Context: an optimization exercise on an open-source flow, tuned for a short achievable clock period and few clock cycles. The choices shown serve that exercise and are no tape-out recipe. The RTL was checked by simulation tests, not by an equivalence proof against the original design. Power figures rest on the tool's default switching activity, not on a simulated workload.

--- design/flow/design.v ---
module tcf (
    input  wire        clk,
    input  wire        rst,         
    input  wire        req_valid,
    input  wire        req_write,
    input  wire [7:0]  req_addr,
    input  wire [31:0] req_wdata,
    output wire        req_ready,
    output reg         resp_valid,
    output reg  [31:0] resp_rdata
);
    localparam integer MAX_SEG = 64;
    localparam [15:0] P_ETHERTYPE = 16'h0800;
    localparam [15:0] P_IP_ID     = 16'h0000;
    localparam [7:0]  P_IP_TTL    = 8'd64;
    localparam [7:0]  P_TCP_DOFF  = 8'd5;
    localparam [15:0] P_TCP_WIN   = 16'hFFFF;
    localparam [7:0] A_CAP       = 8'h00, A_CTRL      = 8'h04, A_STATUS   = 8'h08,
                     A_CMD       = 8'h0C, A_LMAC_HI   = 8'h10, A_LMAC_LO  = 8'h14,
                     A_LIP       = 8'h18, A_ENC_VAL   = 8'h1C, A_EDST_HI  = 8'h20,
                     A_EDST_LO   = 8'h24, A_ESRC_HI   = 8'h28, A_ESRC_LO  = 8'h2C,
                     A_ETYPE     = 8'h30, A_EFCS      = 8'h34, A_IP_VER   = 8'h40,
                     A_IP_TOTLEN = 8'h44, A_IP_ID     = 8'h48, A_IP_TTL   = 8'h4C,
                     A_IP_CSUM   = 8'h50, A_IP_SRC    = 8'h54, A_IP_DST   = 8'h58,
                     A_TCP_SPORT = 8'h60, A_TCP_DPORT = 8'h64, A_TCP_SEQ  = 8'h68,
                     A_TCP_ACK   = 8'h6C, A_TCP_DOFF  = 8'h70, A_TCP_RSVD = 8'h74,
                     A_TCP_FLAGS = 8'h78, A_TCP_WIN   = 8'h7C, A_TCP_CSUM = 8'h80,
                     A_TCP_URG   = 8'h84, A_PLEN      = 8'h90, A_PDATA    = 8'h94,
                     A_OUT_LEN   = 8'h98, A_OUT_DATA  = 8'h9C, A_CRC_STATE = 8'hA0,
                     A_CRC_DATA  = 8'hA4, A_CRC_RES   = 8'hA8, A_CK_STATE = 8'hB0,
                     A_CK_DATA   = 8'hB4, A_CK_RES    = 8'hB8;
    localparam [7:0] OP_NOP = 8'h00, OP_CLR_ERR = 8'h01, OP_SRST = 8'h02,
                     OP_PCLR = 8'h10, OP_ENC = 8'h11,
                     OP_CRC_INIT = 8'h20, OP_CRC_FEED = 8'h21,
                     OP_CK_INIT = 8'h30, OP_CK_FEED = 8'h31,
                     OP_BUILD_ETH = 8'h40, OP_BUILD_IP = 8'h41, OP_BUILD_TCP = 8'h42,
                     OP_BUILD_ALL = 8'h43, OP_VALIDATE = 8'h44, OP_EMIT = 8'h50;
    localparam [2:0] J_ENC = 3'd0, J_CRC = 3'd1, J_CK = 3'd2, J_EMIT = 3'd3,
                     J_BETH = 3'd4, J_BIP = 3'd5, J_BTCP = 3'd6, J_VAL = 3'd7;
    localparam [1:0] S_IDLE = 2'd0, S_SETUP = 2'd1, S_RUN = 2'd2, S_FIN = 2'd3;
    reg        local_valid;
    reg        st_valid, e_illcmd, e_plovf, e_outunf, e_addr;
    reg [47:0] local_mac;
    reg [31:0] local_ip;
    reg [31:0] enc_val;
    reg [47:0] eth_dst, eth_src;
    reg [31:0] eth_type, eth_fcs;
    reg [31:0] ip_ver, ip_totlen, ip_id, ip_ttl, ip_csum, ip_src, ip_dst;
    reg [31:0] tcp_sport, tcp_dport, tcp_seq, tcp_ack, tcp_doff, tcp_rsvd;
    reg [31:0] tcp_flags, tcp_win, tcp_csum, tcp_urg;
    reg [6:0]  plen;
    reg [7:0]  pbuf [0:MAX_SEG-1];
    reg [7:0]  outq [0:MAX_SEG+46];
    reg [6:0]  out_head, out_len;
    reg [31:0] crc_state;
    reg [15:0] ck_sum;
    reg [7:0]  ck_hold;
    reg        ck_odd;
    reg [1:0]  state;
    reg [2:0]  job;
    reg        build_all;
    reg [2:0]  sel_r;
    reg [6:0]  pos;        
    reg [6:0]  cnt;        
    reg        zero_ipcsum;
    reg [3:0]  enc_k;      
    assign req_ready = (state == S_IDLE);
    function [31:0] crc_step;
        input [31:0] c;
        input [7:0]  b;
        integer i;
        reg [31:0] x;
        begin
            x = c ^ {24'd0, b};
            for (i = 0; i < 8; i = i + 1)
                x = x[0] ? ((x >> 1) ^ 32'hEDB88320) : (x >> 1);
            crc_step = x;
        end
    endfunction
    function [15:0] add1c;
        input [15:0] a;
        input [15:0] b;
        reg [16:0] t;
        begin
            t = {1'b0, a} + {1'b0, b};
            add1c = t[15:0] + {15'd0, t[16]};
        end
    endfunction
    function [15:0] ck_final;
        input [15:0] sum;
        input [7:0]  hold;
        input        odd;
        begin
            ck_final = ~(odd ? add1c(sum, {hold, 8'd0}) : sum);
        end
    endfunction
    function is_mapped;
        input [7:0] a;
        begin
            case (a)
                A_CAP, A_CTRL, A_STATUS, A_CMD, A_LMAC_HI, A_LMAC_LO, A_LIP, A_ENC_VAL,
                A_EDST_HI, A_EDST_LO, A_ESRC_HI, A_ESRC_LO, A_ETYPE, A_EFCS,
                A_IP_VER, A_IP_TOTLEN, A_IP_ID, A_IP_TTL, A_IP_CSUM, A_IP_SRC, A_IP_DST,
                A_TCP_SPORT, A_TCP_DPORT, A_TCP_SEQ, A_TCP_ACK, A_TCP_DOFF, A_TCP_RSVD,
                A_TCP_FLAGS, A_TCP_WIN, A_TCP_CSUM, A_TCP_URG,
                A_PLEN, A_PDATA, A_OUT_LEN, A_OUT_DATA,
                A_CRC_STATE, A_CRC_DATA, A_CRC_RES, A_CK_STATE, A_CK_DATA, A_CK_RES:
                    is_mapped = 1'b1;
                default: is_mapped = 1'b0;
            endcase
        end
    endfunction
    reg [7:0] img_byte;
    reg [6:0] rel;
    always @(*) begin
        rel = pos - 7'd43;
        img_byte = 8'h00;
        case (pos)
            7'd0:  img_byte = tcp_sport[15:8];
            7'd1:  img_byte = tcp_sport[7:0];
            7'd2:  img_byte = tcp_dport[15:8];
            7'd3:  img_byte = tcp_dport[7:0];
            7'd4:  img_byte = tcp_seq[7:0];
            7'd5:  img_byte = tcp_ack[7:0];
            7'd6:  img_byte = tcp_doff[7:0];
            7'd7:  img_byte = tcp_rsvd[7:0];
            7'd8:  img_byte = tcp_flags[7:0];
            7'd9:  img_byte = tcp_win[15:8];
            7'd10: img_byte = tcp_win[7:0];
            7'd11: img_byte = 8'h00;
            7'd12: img_byte = tcp_urg[7:0];
            7'd13: img_byte = ip_ver[7:0];
            7'd14: img_byte = ip_totlen[15:8];
            7'd15: img_byte = ip_totlen[7:0];
            7'd16: img_byte = ip_id[15:8];
            7'd17: img_byte = ip_id[7:0];
            7'd18: img_byte = ip_ttl[7:0];
            7'd19: img_byte = zero_ipcsum ? 8'h00 : ip_csum[15:8];
            7'd20: img_byte = zero_ipcsum ? 8'h00 : ip_csum[7:0];
            7'd21: img_byte = ip_src[31:24];
            7'd22: img_byte = ip_src[23:16];
            7'd23: img_byte = ip_src[15:8];
            7'd24: img_byte = ip_src[7:0];
            7'd25: img_byte = ip_dst[31:24];
            7'd26: img_byte = ip_dst[23:16];
            7'd27: img_byte = ip_dst[15:8];
            7'd28: img_byte = ip_dst[7:0];
            7'd29: img_byte = eth_dst[47:40];
            7'd30: img_byte = eth_dst[39:32];
            7'd31: img_byte = eth_dst[31:24];
            7'd32: img_byte = eth_dst[23:16];
            7'd33: img_byte = eth_dst[15:8];
            7'd34: img_byte = eth_dst[7:0];
            7'd35: img_byte = eth_src[47:40];
            7'd36: img_byte = eth_src[39:32];
            7'd37: img_byte = eth_src[31:24];
            7'd38: img_byte = eth_src[23:16];
            7'd39: img_byte = eth_src[15:8];
            7'd40: img_byte = eth_src[7:0];
            7'd41: img_byte = eth_type[15:8];
            7'd42: img_byte = eth_type[7:0];
            default: begin
                if (rel < plen)
                    img_byte = pbuf[rel[5:0]];
                else
                    case (rel - plen)
                        7'd0:    img_byte = eth_fcs[31:24];
                        7'd1:    img_byte = eth_fcs[23:16];
                        7'd2:    img_byte = eth_fcs[15:8];
                        default: img_byte = eth_fcs[7:0];
                    endcase
            end
        endcase
    end
    reg [6:0] img_start, img_len;
    always @(*) begin
        case (sel_r)
            3'd0: begin img_start = 7'd43; img_len = plen;          end  
            3'd1: begin img_start = 7'd29; img_len = plen + 7'd14;  end  
            3'd2: begin img_start = 7'd29; img_len = plen + 7'd18;  end  
            3'd3: begin img_start = 7'd13; img_len = 7'd16;         end  
            3'd4: begin img_start = 7'd13; img_len = 7'd16;         end  
            3'd5: begin img_start = 7'd13; img_len = plen + 7'd34;  end  
            3'd6: begin img_start = 7'd0;  img_len = 7'd13;         end  
            default: begin img_start = 7'd0; img_len = plen + 7'd47; end  
        endcase
    end
    reg [7:0] enc_byte;
    always @(*) begin
        case (enc_k)
            4'd0:    enc_byte = enc_val[7:0];
            4'd1:    enc_byte = enc_val[15:8];
            4'd2:    enc_byte = enc_val[23:16];
            4'd3:    enc_byte = enc_val[31:24];
            default: enc_byte = 8'h00;
        endcase
    end
    wire        acc      = req_valid && req_ready;
    wire        bad_addr = (req_addr[1:0] != 2'b00) || !is_mapped(req_addr);
    wire        do_wr    = acc && req_write && !bad_addr;
    wire        do_rd    = acc && !req_write && !bad_addr;
    wire [7:0]  c_op     = req_wdata[31:24];
    wire [7:0]  c_arg    = req_wdata[7:0];
    wire        c_zero   = (req_wdata[23:8] == 16'd0);
    wire        is_cmd   = do_wr && (req_addr == A_CMD);
    reg c_legal;
    always @(*) begin
        case (c_op)
            OP_NOP, OP_CLR_ERR, OP_SRST, OP_PCLR, OP_CRC_INIT, OP_CK_INIT,
            OP_BUILD_ETH, OP_BUILD_IP, OP_BUILD_TCP, OP_BUILD_ALL, OP_VALIDATE:
                c_legal = c_zero && (c_arg == 8'd0);
            OP_CRC_FEED, OP_CK_FEED, OP_EMIT:
                c_legal = c_zero && (c_arg <= 8'd7);
            OP_ENC:
                c_legal = c_zero && (c_arg <= 8'd8);
            default:
                c_legal = 1'b0;
        endcase
    end
    wire cmd_ok = is_cmd && c_legal;
    reg [31:0] rd_data;
    always @(*) begin
        rd_data = 32'd0;
        case (req_addr)
            A_CAP:       rd_data = {MAX_SEG[15:0], 16'd0};
            A_CTRL:      rd_data = {30'd0, local_valid, 1'b0};
            A_STATUS:    rd_data = {20'd0, e_addr, e_outunf, e_plovf, e_illcmd, 7'd0, st_valid};
            A_LMAC_HI:   rd_data = {16'd0, local_mac[47:32]};
            A_LMAC_LO:   rd_data = local_mac[31:0];
            A_LIP:       rd_data = local_ip;
            A_ENC_VAL:   rd_data = enc_val;
            A_EDST_HI:   rd_data = {16'd0, eth_dst[47:32]};
            A_EDST_LO:   rd_data = eth_dst[31:0];
            A_ESRC_HI:   rd_data = {16'd0, eth_src[47:32]};
            A_ESRC_LO:   rd_data = eth_src[31:0];
            A_ETYPE:     rd_data = eth_type;
            A_EFCS:      rd_data = eth_fcs;
            A_IP_VER:    rd_data = ip_ver;
            A_IP_TOTLEN: rd_data = ip_totlen;
            A_IP_ID:     rd_data = ip_id;
            A_IP_TTL:    rd_data = ip_ttl;
            A_IP_CSUM:   rd_data = ip_csum;
            A_IP_SRC:    rd_data = ip_src;
            A_IP_DST:    rd_data = ip_dst;
            A_TCP_SPORT: rd_data = tcp_sport;
            A_TCP_DPORT: rd_data = tcp_dport;
            A_TCP_SEQ:   rd_data = tcp_seq;
            A_TCP_ACK:   rd_data = tcp_ack;
            A_TCP_DOFF:  rd_data = tcp_doff;
            A_TCP_RSVD:  rd_data = tcp_rsvd;
            A_TCP_FLAGS: rd_data = tcp_flags;
            A_TCP_WIN:   rd_data = tcp_win;
            A_TCP_CSUM:  rd_data = tcp_csum;
            A_TCP_URG:   rd_data = tcp_urg;
            A_PLEN:      rd_data = {25'd0, plen};
            A_OUT_LEN:   rd_data = {25'd0, out_len};
            A_OUT_DATA:  rd_data = (out_len != 7'd0) ? {24'd0, outq[out_head]} : 32'd0;
            A_CRC_STATE: rd_data = crc_state;
            A_CRC_RES:   rd_data = ~crc_state;
            A_CK_STATE:  rd_data = {7'd0, ck_odd, ck_hold, ck_sum};
            A_CK_RES:    rd_data = {16'd0, ck_final(ck_sum, ck_hold, ck_odd)};
            default:     rd_data = 32'd0;
        endcase
        if (bad_addr)
            rd_data = 32'd0;
    end
    wire        running  = (state == S_RUN);
    wire [7:0]  eng_byte = running ? img_byte : req_wdata[7:0];
    wire [31:0] crc_next = crc_step(crc_state, eng_byte);
    wire [15:0] ck_sum_next = ck_odd ? add1c(ck_sum, {ck_hold, eng_byte}) : ck_sum;
    integer i;
    always @(posedge clk) begin
        resp_valid <= 1'b0;
        if (rst || (cmd_ok && c_op == OP_SRST)) begin
            local_valid <= 1'b0;
            st_valid <= 1'b0; e_illcmd <= 1'b0; e_plovf <= 1'b0;
            e_outunf <= 1'b0; e_addr <= 1'b0;
            local_mac <= 48'd0; local_ip <= 32'd0; enc_val <= 32'd0;
            eth_dst <= 48'd0; eth_src <= 48'd0; eth_type <= 32'd0; eth_fcs <= 32'd0;
            ip_ver <= 32'd0; ip_totlen <= 32'd0; ip_id <= 32'd0; ip_ttl <= 32'd0;
            ip_csum <= 32'd0; ip_src <= 32'd0; ip_dst <= 32'd0;
            tcp_sport <= 32'd0; tcp_dport <= 32'd0; tcp_seq <= 32'd0; tcp_ack <= 32'd0;
            tcp_doff <= 32'd0; tcp_rsvd <= 32'd0; tcp_flags <= 32'd0; tcp_win <= 32'd0;
            tcp_csum <= 32'd0; tcp_urg <= 32'd0;
            plen <= 7'd0;
            out_head <= 7'd0; out_len <= 7'd0;
            crc_state <= 32'hFFFFFFFF;
            ck_sum <= 16'd0; ck_hold <= 8'd0; ck_odd <= 1'b0;
            state <= S_IDLE;
            job <= J_ENC; build_all <= 1'b0; sel_r <= 3'd0;
            pos <= 7'd0; cnt <= 7'd0; zero_ipcsum <= 1'b0; enc_k <= 4'd0;
            resp_valid <= !rst;
            resp_rdata <= 32'd0;
        end else begin
            case (state)
            S_IDLE: if (acc) begin
                resp_rdata <= rd_data;
                resp_valid <= 1'b1;
                if (bad_addr)
                    e_addr <= 1'b1;
                else if (req_write) begin
                    case (req_addr)
                        A_CTRL:      local_valid <= req_wdata[1];
                        A_LMAC_HI:   local_mac[47:32] <= req_wdata[15:0];
                        A_LMAC_LO:   local_mac[31:0] <= req_wdata;
                        A_LIP:       local_ip <= req_wdata;
                        A_ENC_VAL:   enc_val <= req_wdata;
                        A_EDST_HI:   eth_dst[47:32] <= req_wdata[15:0];
                        A_EDST_LO:   eth_dst[31:0] <= req_wdata;
                        A_ESRC_HI:   eth_src[47:32] <= req_wdata[15:0];
                        A_ESRC_LO:   eth_src[31:0] <= req_wdata;
                        A_ETYPE:     eth_type <= req_wdata;
                        A_EFCS:      eth_fcs <= req_wdata;
                        A_IP_VER:    ip_ver <= req_wdata;
                        A_IP_TOTLEN: ip_totlen <= req_wdata;
                        A_IP_ID:     ip_id <= req_wdata;
                        A_IP_TTL:    ip_ttl <= req_wdata;
                        A_IP_CSUM:   ip_csum <= req_wdata;
                        A_IP_SRC:    ip_src <= req_wdata;
                        A_IP_DST:    ip_dst <= req_wdata;
                        A_TCP_SPORT: tcp_sport <= req_wdata;
                        A_TCP_DPORT: tcp_dport <= req_wdata;
                        A_TCP_SEQ:   tcp_seq <= req_wdata;
                        A_TCP_ACK:   tcp_ack <= req_wdata;
                        A_TCP_DOFF:  tcp_doff <= req_wdata;
                        A_TCP_RSVD:  tcp_rsvd <= req_wdata;
                        A_TCP_FLAGS: tcp_flags <= req_wdata;
                        A_TCP_WIN:   tcp_win <= req_wdata;
                        A_TCP_CSUM:  tcp_csum <= req_wdata;
                        A_TCP_URG:   tcp_urg <= req_wdata;
                        A_PDATA: begin
                            if (plen == MAX_SEG[6:0])
                                e_plovf <= 1'b1;
                            else begin
                                pbuf[plen[5:0]] <= req_wdata[7:0];
                                plen <= plen + 7'd1;
                            end
                        end
                        A_CRC_STATE: crc_state <= req_wdata;
                        A_CRC_DATA:  crc_state <= crc_next;
                        A_CK_STATE: begin
                            ck_sum  <= req_wdata[15:0];
                            ck_hold <= req_wdata[23:16];
                            ck_odd  <= req_wdata[24];
                        end
                        A_CK_DATA: begin
                            ck_sum  <= ck_sum_next;
                            ck_hold <= ck_odd ? 8'd0 : req_wdata[7:0];
                            ck_odd  <= ~ck_odd;
                        end
                        A_CMD: begin
                            if (!c_legal)
                                e_illcmd <= 1'b1;
                            else begin
                                case (c_op)
                                    OP_CLR_ERR: begin
                                        e_illcmd <= 1'b0; e_plovf <= 1'b0;
                                        e_outunf <= 1'b0; e_addr <= 1'b0;
                                    end
                                    OP_PCLR:     plen <= 7'd0;
                                    OP_CRC_INIT: crc_state <= 32'hFFFFFFFF;
                                    OP_CK_INIT: begin
                                        ck_sum <= 16'd0; ck_hold <= 8'd0; ck_odd <= 1'b0;
                                    end
                                    OP_ENC: begin
                                        if ({1'b0, plen} + {1'b0, c_arg[6:0]} > MAX_SEG)
                                            e_plovf <= 1'b1;
                                        else if (c_arg != 8'd0) begin
                                            job <= J_ENC;
                                            enc_k <= c_arg[3:0] - 4'd1;
                                            cnt <= c_arg[6:0];
                                            state <= S_RUN;
                                            resp_valid <= 1'b0;
                                        end
                                    end
                                    OP_CRC_FEED, OP_CK_FEED, OP_EMIT,
                                    OP_BUILD_ETH, OP_BUILD_IP, OP_BUILD_TCP,
                                    OP_BUILD_ALL, OP_VALIDATE: begin
                                        sel_r <= c_arg[2:0];
                                        build_all <= (c_op == OP_BUILD_ALL);
                                        case (c_op)
                                            OP_CRC_FEED: job <= J_CRC;
                                            OP_CK_FEED:  job <= J_CK;
                                            OP_EMIT:     job <= J_EMIT;
                                            OP_BUILD_IP: job <= J_BIP;
                                            OP_BUILD_TCP: job <= J_BTCP;
                                            OP_VALIDATE: job <= J_VAL;
                                            default:     job <= J_BETH;  
                                        endcase
                                        state <= S_SETUP;
                                        resp_valid <= 1'b0;
                                    end
                                    default: ;  
                                endcase
                            end
                        end
                        default: ;  
                    endcase
                end else begin
                    if (req_addr == A_OUT_DATA) begin
                        if (out_len == 7'd0)
                            e_outunf <= 1'b1;
                        else begin
                            out_head <= out_head + 7'd1;
                            out_len <= out_len - 7'd1;
                        end
                    end
                end
            end
            S_SETUP: begin
                zero_ipcsum <= 1'b0;
                case (job)
                    J_BETH: begin
                        eth_dst  <= local_valid ? local_mac : 48'd0;
                        eth_src  <= local_valid ? local_mac : 48'd0;
                        eth_type <= {16'd0, P_ETHERTYPE};
                        crc_state <= 32'hFFFFFFFF;
                        pos <= 7'd29;
                        cnt <= plen + 7'd14;
                    end
                    J_BIP: begin
                        ip_ver    <= 32'd4;
                        ip_totlen <= {25'd0, plen} + 32'd34;
                        ip_id     <= {16'd0, P_IP_ID};
                        ip_ttl    <= {24'd0, P_IP_TTL};
                        ip_src    <= local_valid ? local_ip : 32'd0;
                        ip_dst    <= local_valid ? local_ip : 32'd0;
                        ck_sum <= 16'd0; ck_hold <= 8'd0; ck_odd <= 1'b0;
                        zero_ipcsum <= 1'b1;
                        pos <= 7'd13;
                        cnt <= 7'd16;
                    end
                    J_BTCP: begin
                        tcp_ack  <= 32'd0;
                        tcp_doff <= {24'd0, P_TCP_DOFF};
                        tcp_rsvd <= 32'd0;
                        tcp_win  <= {16'd0, P_TCP_WIN};
                        tcp_urg  <= 32'd0;
                        ck_sum <= 16'd0; ck_hold <= 8'd0; ck_odd <= 1'b0;
                        pos <= 7'd0;
                        cnt <= plen + 7'd47;
                    end
                    J_VAL: begin
                        ck_sum <= 16'd0; ck_hold <= 8'd0; ck_odd <= 1'b0;
                        pos <= 7'd0;
                        cnt <= plen + 7'd47;
                    end
                    default: begin  
                        zero_ipcsum <= (sel_r == 3'd3);
                        pos <= img_start;
                        cnt <= img_len;
                        if (job == J_EMIT) begin
                            out_head <= 7'd0;
                            out_len <= 7'd0;
                        end
                    end
                endcase
                if (job == J_CRC || job == J_CK || job == J_EMIT)
                    state <= (img_len == 7'd0) ? S_FIN : S_RUN;
                else
                    state <= S_RUN;
            end
            S_RUN: begin
                case (job)
                    J_ENC: begin
                        pbuf[plen[5:0]] <= enc_byte;
                        plen <= plen + 7'd1;
                        enc_k <= enc_k - 4'd1;
                    end
                    J_CRC, J_BETH: crc_state <= crc_next;
                    J_EMIT: begin
                        outq[out_len] <= img_byte;
                        out_len <= out_len + 7'd1;
                    end
                    default: begin  
                        ck_sum  <= ck_sum_next;
                        ck_hold <= ck_odd ? 8'd0 : img_byte;
                        ck_odd  <= ~ck_odd;
                    end
                endcase
                pos <= pos + 7'd1;
                cnt <= cnt - 7'd1;
                if (cnt == 7'd1)
                    state <= (job == J_ENC) ? S_IDLE : S_FIN;
                if (cnt == 7'd1 && job == J_ENC)
                    resp_valid <= 1'b1;
            end
            default: begin  
                state <= S_IDLE;
                resp_valid <= 1'b1;
                case (job)
                    J_BETH: begin
                        eth_fcs <= ~crc_state;
                        if (build_all) begin
                            job <= J_BIP;
                            state <= S_SETUP;
                            resp_valid <= 1'b0;
                        end
                    end
                    J_BIP: begin
                        ip_csum <= {16'd0, ck_final(ck_sum, ck_hold, ck_odd)};
                        if (build_all) begin
                            job <= J_BTCP;
                            state <= S_SETUP;
                            resp_valid <= 1'b0;
                        end
                    end
                    J_BTCP: tcp_csum <= {16'd0, ck_final(ck_sum, ck_hold, ck_odd)};
                    J_VAL:  st_valid <= ({16'd0, ck_final(ck_sum, ck_hold, ck_odd)} == tcp_csum);
                    default: ;
                endcase
            end
            endcase
        end
    end
endmodule
--- design/flow/run.sh ---
#!/bin/bash
# synth_recipe.tcl (not shown) runs the flow's synth.tcl, then flattens the netlist and writes it again
# the make line also repeats each setting of config.mk as NAME=value (left out here)
make -C /OpenROAD-flow-scripts/flow DESIGN_CONFIG=/design/flow/config.mk WORK_HOME=/design/flow/orfs CLKGATE_MAP_FILE= SYNTH_SCRIPT=/design/flow/synth_recipe.tcl finish
--- design/flow/config.mk ---
export PLATFORM = sky130hd
export DESIGN_NAME = tcf
export DESIGN_NICKNAME = tcf
export VERILOG_FILES = /design/flow/design.v
export SDC_FILE = /design/flow/constraint.sdc
export NUM_CORES = 4
export LEC_CHECK = 0
export CAP_MARGIN = 20
export CORE_MARGIN = 2
export CORE_UTILIZATION = 40
export PLACE_DENSITY = 0.6
export SLEW_MARGIN = 20
--- design/flow/constraint.sdc ---
create_clock -name core_clock -period 10.0 [get_ports {clk}]
set_input_delay 2.0000 -clock core_clock [delete_from_list [all_inputs] [get_ports {clk}]]
set_output_delay 2.0000 -clock core_clock [all_outputs]
set_load 0.01 [all_outputs]
==> qor.yml <==
pwr:
  p_per_area_nw_per_um2: 173
  comb_power_share: 0.024
  power_frac_clock: 0.480
  vdd_drop_max_mv: 0.163
  power_frac_seq: 0.496
  p_int_mw: 16.2
  switching_share: 0.218
  p_sw_mw: 4.50
  finalPower_mw: 20.7
  leakage_nw: 38.5
setup_path:
  endpoint_kind: "flip-flop"
  cp-start-kind: "flip-flop"
  slowest_stage: "xnor2_1"
  cp_max_fo: 19
  path_class: "flip-flop to flip-flop"
  slowest_delay_ns: 0.69
  r2r_start: "pos[1]"
  arrival_ns: 9.37
  crit_required_ns: 10.73
  r2r_end: "ck_sum[15]"
  reg2reg_depth: 34
  rrSetupSlack_ns: 1.35
die:
  io_pins: 78
  die_y_um: 518
  start_util: 0.403
  die-area_um2: 268000
  coreArea_um2: 263000
  rows: 188
  die_w_um: 518
run:
  max_cap_violations: 0
synth:
  synth_area_um2: 106000
  synth_common_cells: "edfxtp_1 (1400), nor2_1 (1207), dfxtp_1 (968), nand2_1 (868), a21oi_1 (859)"
  yosysWarnings: 1
  yosysTopAreaCell: "edfxtp_1"
  yosysMostFrequentCell: "edfxtp_1"
  synth_flop_cell: "edfxtp_1"
  syn_avg_cell_area_um2: 11.3
  synthCells: 9326
  synth_fp_nets: 9442
  synth-seq-cells: 2368
  synth.area.top_cells: "edfxtp_1 (40%), dfxtp_1 (18%), mux4_2 (8.6%)"
  ys_seq_area_frac: 0.581
  ys_async_sr_fraction: 0
  synth_edf_count: 1400
  synthDistinctLibCells: 104
  synth_top_area_frac: 0.398
place:
  dp_cells: 12398
  portBuffers: 77
  gp_congestion: 1.09
  dp.final_hpwl_um: 279000
  placed_cell_area_um2: 110000
global_routing:
  grt_pass1_wl_um: 614000
  grtUsageTotal: 0.318
  grt_remaining_overflow: 0
  grt_max_degree: 211
  grt_pass1_vias: 78848
  antenna_found_initial: 48
clock_tree:
  cts_tree: "built"
  htreeDepth: 5
  cts_hold_buffers: 0
  cts.clk_slew.worst_paths_ns: 0.06
  clk_path_buf_depth: 4
  clk_latency_ns: 0.90
  post_cts_buffers: 0
  root_buffer: "clkbuf_16"
  numCtsBuffers: 270
  clock_sinks: 2368
  cts_resized: 0
sta:
  fin_skew_ns: 0.0857
  worst_slew_pin_slew_ns: 1.38
  finalSetupViolCount: 0
  slew_headroom: 0.0527
  hold_violations: 0
  final.setup.tns_ns: 0
  fin_crit_sh: 0.865
  holdWs_ns: 0.449
  slew_violations: 0
  max_freq_mhz: 116
  rsz0062_at_grt: "no"
  fin_crit_ns: 8.65
finish:
  fin_area_um2: 119000
  register_area_um2: 61400
  nets: 9273
  final_cells: 12901
  multiInputGateArea_um2: 41400
  fill_cells: 23802
  layout-drive-gt1-share: 0.131
  syn_to_final_growth_pct: 12.8
routing:
  ant_nets: 0
  routed_wl_um: 441000
  wl_per_cell_um: 34.2
  drcViolationCount: 0
  firstDrtPassIters: 8
  vias_per_cell: 6.57
  num_vias: 84698
  drt_iter0_drc: 15125
hold_path:
  hold_start: "resp_rdata[29]"
  min_to: "resp_rdata[29]"
  hold-path-cell-count: 2
  min_path_type: "flip-flop to flip-flop"
outcome:
  status: "complete, no violations"
## registers in the layout (all words and copies together) (netlist names), 48 cells and up, named ones only
register / count
outq: 888
local_mac: 48
eth_dst: 48
pbuf: 512
eth_src: 48
## kinds of logic (layout without fill, tap and decap cells)
logic type | count (synthesis) | count (layout) | share of synthesized area
other | 0 | 30 | 0
adders and majority gates | 72 | 72 | 0.00888
buffers and inverters | 849 | 879 | 0.0336
xor gates and xnor gates | 169 | 169 | 0.0157
and+or+nand+nor | 3319 | 3319 | 0.141
AOI/OAI and AO/OA | 2065 | 2065 | 0.126
muxes | 484 | 484 | 0.0939
DFF | 2368 | 2368 | 0.581
## cells in the final DEF, fill, tap and decap left out, types with 74 or more instances in the layout
cell and count:
a21oi_1 854, o21ai_0 239, edfxtp_1 1400, a211oi_1 245
clkdlybuf4s50_1 75, mux4_2 405, clkbuf_16 278, mux2i_1 74
a221oi_1 123, nor3_1 91, buf_4 244, a22oi_1 194
nor2_1 1181, dfxtp_1 961, nand3_1 672, xnor2_1 109
nand4_1 182, nand2_1 852
## layout make-up
type	count	area share
multi-input combinational	6109	0.347
timing repair buffer	339	0.0247
clock buffer	347	0.0621
clock inverter	124	0.0109
inverter	69	0.00225
antenna	30	0.000630
sequential	2368	0.515
tap	3515	0.0369
## critical path: cells and delay by family, from the launching register on
| family | cells | cell delay (ns) |
|---|---|---|
| AO/OA/AOI/OAI | 14 | 2.70 |
| XOR/XNOR | 1 | 0.69 |
| buffers and inverters | 3 | 0.44 |
| adder cells (fa/ha/maj) | 5 | 1.41 |
| flip-flops | 1 | 0.50 |
| multiplexers | 2 | 0.45 |
| AND/OR/NAND/NOR | 9 | 2.29 |
## metal layers
metal,vias to the layer above,wire [um],global-route usage
met2,6336,182000,0.452
met1,41873,163000,0.411
met5,-,467,0.00658
li1,34709,-,-
met4,38,35900,0.213
met3,1742,59200,0.108
## metrics by stage
| step | worst slack (ns) | util |
|---|---|---|
| floorplan | 1.46 | - |
| global placement | 1.43 | 0.420 |
| detailed placement | 1.43 | 0.421 |
| CTS | 1.39 | 0.454 |
| global route | 0.604 | 0.454 |
| finish | 1.35 | 0.454 |
## power by group through the flow
stage          registers, mW  logic (mW)  clock network, mW
2_1_floorplan           10.5       0.252                  0
3_3_place_gp            10.5       0.457                  0
3_5_place_dp            10.5       0.460                  0
5_1_grt                 10.2       0.493               10.4
4_1_cts                 10.2       0.461               9.99
6_report                10.2       0.489               9.93
## how the worst max path moves through the flow
stage	start	end	slack, ns	depth (start not counted)
3_5_place_dp	pos[0]	ck_sum[15]	1.43	29
4_1_cts	pos[0]	ck_sum[15]	1.39	29
3_3_place_gp	pos[0]	ck_sum[15]	1.43	29
2_1_floorplan	pos[1]	outq[0][7]	1.46	15
5_1_grt	pos[1]	ck_sum[15]	0.60	34
6_report	pos[1]	ck_sum[15]	1.35	34
Testbench counts, summed over its fixed seeds: cycles 49,382.

## re-timing with driven ports
In the flow no input, the clock included, has a driving cell. The finished layout below was timed again as built, in two steps.
Step 1: set_driving_cell puts a clkbuf_16 on clk and a buf_2 on each other input, an assumption about the parent block.
Step 2 times the ports against the registers' clock, not the clock port: input delays grow and output delays shrink by t, the midpoint of the rising clock arrivals with the driver on.
Three values: no drivers, after step 1, after step 2; two values: the first two.
t (ns): 0.962
setup slack, ns: 1.352 / 1.352 / 1.352
hold slack, ns: 0.449 / 0.449 / 0.449
latest minus earliest clock arrival (ns): 0.089 / 0.089
worst register clock-pin slew, ns: 0.07 / 0.07
After both steps setup and hold are still met in this run. For this run, drivers alone change the setup slack by 0.000 ns; drivers and shift together by 0.000 ns.
